Context: an optimization exercise on an open-source flow, tuned for small area, a short achievable clock period and few clock cycles per item. The choices shown serve that exercise and are no tape-out recipe.
The RTL was checked by simulation tests, not by an equivalence proof against the original design.
Power and IR drop assume default switching activity.

## willow
==> flow/design.v (excerpt) <==
module fp_encode_1750a (
    input  wire        clk,
    input  wire        rst,
    input  wire        in_valid,
    output wire        in_ready,
    input  wire [63:0] in_value,
    input  wire  [7:0] in_width,
    output wire        out_valid,
    input  wire        out_ready,
    output wire [47:0] out_data,
    output wire  [2:0] out_nbytes,
    output wire  [1:0] out_status
);
==> flow/config.mk <==
export PLATFORM = sky130hd
export DESIGN_NAME = fp_encode_1750a
export DESIGN_NICKNAME = fp_encode_1750a
export VERILOG_FILES = /design/flow/design.v
export SDC_FILE = /design/flow/constraint.sdc
export NUM_CORES = 4
export LEC_CHECK = 0
export ABC_AREA = 0
export CAP_MARGIN = 20
export CORE_MARGIN = 2
export CORE_UTILIZATION = 40
export CTS_BUF_LIST = sky130_fd_sc_hd__clkbuf_8
export SLEW_MARGIN = 20
==> flow/constraint.sdc <==
create_clock -name core_clock -period 10.0 [get_ports {clk}]
set_input_delay 2.0000 -clock core_clock [delete_from_list [all_inputs] [get_ports {clk}]]
set_output_delay 2.0000 -clock core_clock [all_outputs]
set_load 0.01 [all_outputs]
standard.sh (not shown) runs the stock make flow with config.mk's settings and CLKGATE_MAP_FILE= SYNTH_SCRIPT=/design/flow/synth_recipe.tcl, a recipe that flattens the netlist after the stock synthesis.
==> flow/flow/run.sh <==
#!/bin/bash
# The standard layout (standard.sh, the standard flow's own ORFS flow) with four changes:
# the port buffers are sky130_fd_sc_hd__buf_2 cells instead of the delay
# buffers buffer_ports picks by default (every port still gets a buffer),
# timing repair aims for a setup slack of 5.4 ns, clock tree synthesis adds
# no dummy loads, and the request data ports' buffers are made buf_1 after
# global placement (flow/ports.tcl).
set -euo pipefail
export BUFFER_PORTS_ARGS="-buffer_cell sky130_fd_sc_hd__buf_2"
export SETUP_SLACK_MARGIN=5.4
export CTS_ARGS="-sink_clustering_enable -repair_clock_nets -buf_list sky130_fd_sc_hd__clkbuf_8 -dont_use_dummy_load"
export POST_GLOBAL_PLACE_TCL="$PWD/flow/ports.tcl"
bash standard.sh > standard.log 2>&1
==> flow/flow/ports.tcl <==
# After global placement: the buffers of the request data ports (in_value,
# in_width) become sky130_fd_sc_hd__buf_1. Every port keeps its buffer; the
# handshake and reset ports keep buf_2. Timing repair may resize them again.
set block [ord::get_db_block]
set n 0
foreach bterm [$block getBTerms] {
  set name [$bterm getName]
  if {[$bterm getIoType] ne "INPUT"} { continue }
  if {![string match "in_value*" $name] && ![string match "in_width*" $name]} { continue }
  set net [$bterm getNet]
  foreach iterm [$net getITerms] {
    set inst [$iterm getInst]
    if {[[$inst getMaster] getName] eq "sky130_fd_sc_hd__buf_2"} {
      replace_cell [get_cells [$inst getName]] sky130_fd_sc_hd__buf_1
      incr n
    }
  }
}
puts "ports.tcl: $n input buffers resized to buf_1"
willow completed; timing, DRC and antenna clean
Testbench counts of willow, summed over its fixed seeds: cycles 24,809, items 24,000.
--- input diff willow..pepper ---
- a change of ABC_AREA from 0 to 1
==> flow/flow/run.sh <==
#!/bin/bash
# The standard layout (standard.sh, the standard flow's own ORFS flow) with three changes:
# the port buffers are sky130_fd_sc_hd__buf_2 cells instead of the delay
# buffers buffer_ports picks by default (every port still gets a buffer),
# timing repair aims for a setup slack of 5.4 ns, and clock tree synthesis
# adds no dummy loads.
set -euo pipefail
export BUFFER_PORTS_ARGS="-buffer_cell sky130_fd_sc_hd__buf_2"
export SETUP_SLACK_MARGIN=5.4
export CTS_ARGS="-sink_clustering_enable -repair_clock_nets -buf_list sky130_fd_sc_hd__clkbuf_8 -dont_use_dummy_load"
bash standard.sh > standard.log 2>&1
removed: flow/flow/ports.tcl
Results
NOTE: area added between synthesis and finish in pepper exceeds that of willow
pepper ends up with a compound-cell area share of the yosys netlist that is 0.59 points lower than in willow.
Taking willow as the reference, in pepper detailed-route vias per instance decreased 12%, number of nets in the synthesized netlist increased 196, hold slack essentially unchanged.
pepper vs willow, met2 wire length went up by 0.79%.
First-iteration detailed-routing DRC count of pepper falls short of that of willow by more than 10%.
Status: clock network latency to the later pin of the worst-skew pair parity (pepper, willow)
Comparing willow and pepper, the higher cell count is on pepper.
Modified inputs, harbor compared to pepper
==> flow/flow/run.sh <==
#!/bin/bash
# The standard layout (standard.sh, the standard flow's own ORFS flow) with four changes:
# the port buffers are sky130_fd_sc_hd__buf_2 cells instead of the delay
# buffers buffer_ports picks by default (every port still gets a buffer),
# timing repair aims for a setup slack of 5.4 ns, clock tree synthesis adds
# no dummy loads, and the request data ports' buffers are made buf_1 after
# global placement (flow/ports.tcl).
set -euo pipefail
export BUFFER_PORTS_ARGS="-buffer_cell sky130_fd_sc_hd__buf_2"
export SETUP_SLACK_MARGIN=5.4
export CTS_ARGS="-sink_clustering_enable -repair_clock_nets -buf_list sky130_fd_sc_hd__clkbuf_8 -dont_use_dummy_load"
export POST_GLOBAL_PLACE_TCL="$PWD/flow/ports.tcl"
bash standard.sh > standard.log 2>&1
==> flow/flow/ports.tcl (new file) <==
# After global placement: the buffers of the request data ports (in_value,
# in_width) become sky130_fd_sc_hd__buf_1. Every port keeps its buffer; the
# handshake and reset ports keep buf_2. Timing repair may resize them again.
set block [ord::get_db_block]
set n 0
foreach bterm [$block getBTerms] {
  set name [$bterm getName]
  if {[$bterm getIoType] ne "INPUT"} { continue }
  if {![string match "in_value*" $name] && ![string match "in_width*" $name]} { continue }
  set net [$bterm getNet]
  foreach iterm [$net getITerms] {
    set inst [$iterm getInst]
    if {[[$inst getMaster] getName] eq "sky130_fd_sc_hd__buf_2"} {
      replace_cell [get_cells [$inst getName]] sky130_fd_sc_hd__buf_1
      incr n
    }
  }
}
puts "ports.tcl: $n input buffers resized to buf_1"
[summary]
- As far as number of enable-type register cells in the synthesized netlist goes, pepper and harbor are indistinguishable; the numbers are identical.
- Total power: harbor below pepper
- Largest vdd supply drop (harbor over pepper): decrease, about 35%
- Against pepper, harbor comes in 0.42 points higher on global-route usage.
- Via density per instance went up slightly going from pepper to harbor.
- There was hardly any difference in HPWL after detailed placement between harbor and pepper.
- Power share of the sequential group (lower): pepper

==> separate check: timing with driven ports <==
Ports are ideal in the flow. The routed layouts listed here were re-timed in OpenROAD. Step 1 sets driving cells, clkbuf_16 on the clock port and buf_2 on the other inputs (assumed; they add their load-dependent delay and slew). Step 2 moves the port delays by t, midway between the first and last clock arrival at a register: inputs arrive t later, outputs are due t later. That takes back most of the time a late clock gives input paths. Slacks: ideal / step 1 / step 2; pairs: ideal / step 1.
run	t (ns)	setup WS [ns]	worst setup path at the end	clock arrival spread, ns
willow	0.376	5.536 / 5.502 / 5.521	input to output	0.028 / 0.028
pepper	0.378	5.577 / 5.558 / 5.558	input to output	0.029 / 0.028
harbor	0.387	5.573 / 5.555 / 5.555	input to output	0.022 / 0.022
After both steps every run listed still meets setup and hold. The setup slack of pepper, which loses most, moves by -0.019 ns with the drivers and by -0.019 ns with both steps.
